Context: an optimization exercise on an open-source flow, tuned for small area. The choices shown serve that exercise and are no tape-out recipe. Only simulation tests tie the RTL to the original design; equivalence was not proved. No activity file was given, so power comes from the tool's default toggle rates.

==> xenon: inputs <==
## thn128_core
module thn128_core (
    input  wire        clk,
    input  wire        rst,           
    input  wire        host_valid,
    input  wire [63:0] host_cmd,
    output wire        host_ready,
    output reg         rsp_valid,
    output wire [3:0]  rsp_status,
    output wire [31:0] rsp_frame,
    output wire [31:0] rsp_temp,
    output wire [2:0]  rsp_addr,
    output wire [2:0]  rsp_chan,
    output wire        rsp_lb,
    output wire        rsp_flag,
    output wire [7:0]  rsp_sum,
    output wire [2:0]  rsp_bad,
    input  wire        edge_valid,
    input  wire [63:0] edge_cmd,
    output reg         edge_rsp_valid,
    output wire [3:0]  edge_rsp_status,
    input  wire        tx_ready,
    input  wire        us_tick,       
    output wire        tx_line
);
Settings: LEC_CHECK=0, ABC_AREA=1, CAP_MARGIN=20, CORE_MARGIN=2, CORE_UTILIZATION=40, SLEW_MARGIN=20; clock period 14.0 ns.
run.sh (not shown) runs the stock make flow with config.mk's settings and CLKGATE_MAP_FILE= SYNTH_SCRIPT=/design/flow/synth_recipe.tcl, a recipe that flattens the netlist after the stock synthesis.
==> quartz: changes against xenon <==
--- a/flow/design.v
+++ b/flow/design.v
@@ -92,30 +92,22 @@
         input [31:0] d;
         input [12:0] lo, hi;
         begin
             in_win = (~|d[31:13]) & ge13(d[12:0], lo) & le13(d[12:0], hi);
         end
     endfunction
     function [3:0] add3;
-        input [3:0] v;
+        input [3:0] a;
+        reg ge5;
         begin
-            case (v)
-                4'd5:    add3 = 4'd8;
-                4'd6:    add3 = 4'd9;
-                4'd7:    add3 = 4'd10;
-                4'd8:    add3 = 4'd11;
-                4'd9:    add3 = 4'd12;
-                4'd10:   add3 = 4'd13;
-                4'd11:   add3 = 4'd14;
-                4'd12:   add3 = 4'd15;
-                4'd13:   add3 = 4'd0;
-                4'd14:   add3 = 4'd1;
-                4'd15:   add3 = 4'd2;
-                default: add3 = v;
-            endcase
+            ge5     = a[3] | (a[2] & (a[1] | a[0]));
+            add3[3] = ge5;
+            add3[2] = (a[3] & a[0]) | (a[2] & ~a[1] & ~a[0]);
+            add3[1] = (a[3] & ~a[0]) | (~a[2] & a[1]) | (a[1] & a[0]);
+            add3[0] = a[0] ^ ge5;
         end
     endfunction
     function [11:0] bcd3;
         input [9:0] m;
         reg   [21:0] x;
         integer i;
         begin
@@ -152,18 +144,99 @@
     assign rsp_frame  = {fr_cks ? fr_sum : fr[31:24], fr[23:0]};
     assign rsp_sum    = fr_sum;
     assign rsp_flag   = (fr_sum == fr[31:24]);
     assign rsp_addr   = fr[2:0];
     assign rsp_bad    = fr[2:0];
     assign rsp_chan   = {fr[7] & fr[6], fr[7] ^ fr[6], ~fr[6]};
     assign rsp_lb     = fr[23];
-    wire [12:0] t_x   = radd({5'b0, fr[19:16], 3'b0}, {7'b0, fr[19:16], 1'b0}, 1'b0);    
-    wire [12:0] t_y   = radd({4'b0, t_x[7:0]}, {8'b0, fr[15:12]}, 1'b0);                 
-    wire [12:0] t_z   = radd({1'b0, t_y[7:0], 3'b0}, {3'b0, t_y[7:0], 1'b0}, 1'b0);      
-    wire [12:0] t_mag = radd(t_z[11:0], {8'b0, fr[11:8]}, 1'b0);
+    wire [3:0]  t_d0 = fr[11:8];
+    wire [3:0]  t_d1 = fr[15:12];
+    wire [3:0]  t_d2 = fr[19:16];
+    wire [10:0] t_mag;
+    wire tm_0;
+    wire tm_1;
+    assign tm_0 = t_d0[2] ^ t_d1[1] ^ t_d2[0];
+    assign tm_1 = (t_d0[2] & t_d1[1]) | (t_d0[2] & t_d2[0]) | (t_d1[1] & t_d2[0]);
+    wire tm_2;
+    wire tm_3;
+    assign tm_2 = t_d0[3] ^ t_d1[0] ^ t_d1[2];
+    assign tm_3 = (t_d0[3] & t_d1[0]) | (t_d0[3] & t_d1[2]) | (t_d1[0] & t_d1[2]);
+    wire tm_4;
+    wire tm_5;
+    assign tm_4 = t_d1[1] ^ t_d1[3] ^ t_d2[2];
+    assign tm_5 = (t_d1[1] & t_d1[3]) | (t_d1[1] & t_d2[2]) | (t_d1[3] & t_d2[2]);
+    wire tm_6;
+    wire tm_7;
+    assign tm_6 = t_d1[2] ^ t_d2[0] ^ t_d2[3];
+    assign tm_7 = (t_d1[2] & t_d2[0]) | (t_d1[2] & t_d2[3]) | (t_d2[0] & t_d2[3]);
+    wire tm_8;
+    wire tm_9;
+    assign tm_8 = t_d1[3] ^ t_d2[0] ^ t_d2[1];
+    assign tm_9 = (t_d1[3] & t_d2[0]) | (t_d1[3] & t_d2[1]) | (t_d2[0] & t_d2[1]);
+    wire tm_10;
+    wire tm_11;
+    assign tm_10 = tm_1 ^ tm_2 ^ t_d2[1];
+    assign tm_11 = (tm_1 & tm_2) | (tm_1 & t_d2[1]) | (tm_2 & t_d2[1]);
+    wire tm_12;
+    wire tm_13;
+    assign tm_12 = tm_9 ^ t_d2[1] ^ t_d2[2];
+    assign tm_13 = (tm_9 & t_d2[1]) | (tm_9 & t_d2[2]) | (t_d2[1] & t_d2[2]);
+    wire tm_14;
+    wire tm_15;
+    assign tm_14 = tm_11 ^ tm_3 ^ tm_4;
+    assign tm_15 = (tm_11 & tm_3) | (tm_11 & tm_4) | (tm_3 & tm_4);
+    wire tm_16;
+    wire tm_17;
+    assign tm_16 = tm_13 ^ t_d2[2] ^ t_d2[3];
+    assign tm_17 = (tm_13 & t_d2[2]) | (tm_13 & t_d2[3]) | (t_d2[2] & t_d2[3]);
+    wire tm_18;
+    wire tm_19;
+    assign tm_18 = tm_15 ^ tm_5 ^ tm_6;
+    assign tm_19 = (tm_15 & tm_5) | (tm_15 & tm_6) | (tm_5 & tm_6);
+    wire tm_20;
+    wire tm_21;
+    assign tm_20 = tm_19 ^ tm_7 ^ tm_8;
+    assign tm_21 = (tm_19 & tm_7) | (tm_19 & tm_8) | (tm_7 & tm_8);
+    wire tm_22;
+    wire tm_23;
+    assign tm_22 = t_d0[1] ^ t_d1[0];
+    assign tm_23 = t_d0[1] & t_d1[0];
+    wire tm_24;
+    wire tm_25;
+    assign tm_24 = tm_0 ^ tm_23;
+    assign tm_25 = tm_0 & tm_23;
+    wire tm_26;
+    wire tm_27;
+    assign tm_26 = tm_10 ^ tm_25;
+    assign tm_27 = tm_10 & tm_25;
+    wire tm_28;
+    wire tm_29;
+    assign tm_28 = tm_14 ^ tm_27;
+    assign tm_29 = tm_14 & tm_27;
+    wire tm_30;
+    wire tm_31;
+    assign tm_30 = tm_18 ^ tm_29;
+    assign tm_31 = tm_18 & tm_29;
+    wire tm_32;
+    wire tm_33;
+    assign tm_32 = tm_20 ^ tm_31;
+    assign tm_33 = tm_20 & tm_31;
+    wire tm_34;
+    wire tm_35;
+    assign tm_34 = tm_21 ^ tm_12 ^ tm_33;
+    assign tm_35 = (tm_21 & tm_12) | (tm_21 & tm_33) | (tm_12 & tm_33);
+    wire tm_36;
+    wire tm_37;
+    assign tm_36 = tm_16 ^ tm_35;
+    assign tm_37 = tm_16 & tm_35;
+    wire tm_38;
+    wire tm_39;
+    assign tm_38 = tm_17 ^ t_d2[3] ^ tm_37;
+    assign tm_39 = (tm_17 & t_d2[3]) | (tm_17 & tm_37) | (t_d2[3] & tm_37);
+    assign t_mag = {tm_39, tm_38, tm_36, tm_34, tm_32, tm_30, tm_28, tm_26, tm_24, tm_22, t_d0[0]};
     reg  [10:0] t_neg;
     reg         t_nz;
     integer     ti;
     always @(*) begin
         t_nz = 1'b0;
         for (ti = 0; ti < 11; ti = ti + 1) begin
             t_neg[ti] = t_mag[ti] ^ (fr[21] & t_nz);
==> summary.txt <==
outcome=timing/DRC/antenna clean; Power, Total=1.36 mW; met1 WL=12100 um; Chip Height=approximately 150 um; register share of the cell area=0.258; clock buffer count=9; Std-Cell Rows=53; first-pass GRT wire length=roughly 43000 um; hpwl dp=roughly 24000 um; fin nets=1475; DR iter-0 viols=between 800 and 900; initial core utilization=0.411
That was quartz.
==> summary.txt <==
first-pass GRT wire length=approximately 46000 um; reg-to-reg slack, setup=~9.6 ns; clock buffer count=11; Sw Share=0.391; initial core utilization=0.408; Std-Cell Rows=55; met1 WL=13000 um; Chip Height=around 160 um; DR iter-0 viols=~760; outcome=timing/DRC/antenna clean; register share of the cell area=0.244; fin nets=1566
That was xenon.

==> afterwards: timing with drivers on the ports <==
How much do the figures lean on ideal ports? The routed layouts below were timed once more, with nothing changed but the port constraints.
Step 1 (the two cells are an assumption about what drives the block):
set clk [get_ports {clk}]
set_driving_cell -lib_cell sky130_fd_sc_hd__clkbuf_16 $clk
set_driving_cell -lib_cell sky130_fd_sc_hd__buf_2 [delete_from_list [all_inputs] $clk]
Step 2 moves the port delays by t, midway between the first and last clock arrival at a register: inputs arrive t later, outputs are due t later. That takes back most of the time a late clock gives input paths.
a / b / c = no drivers / after step 1 / after step 2; a / b = the first two.
run | t, ns | setup slack, ns | hold WS [ns] | worst setup path at the end | worst data-port slew with drivers (ns)
xenon | 0.405 | 4.453 / 4.402 / 4.808 | 0.439 / 0.439 / 0.439 | register to output | 0.06
quartz | 0.404 | 4.237 / 4.189 / 4.593 | 0.455 / 0.455 / 0.455 | register to output | 0.05
After both steps every run listed still meets setup and hold.
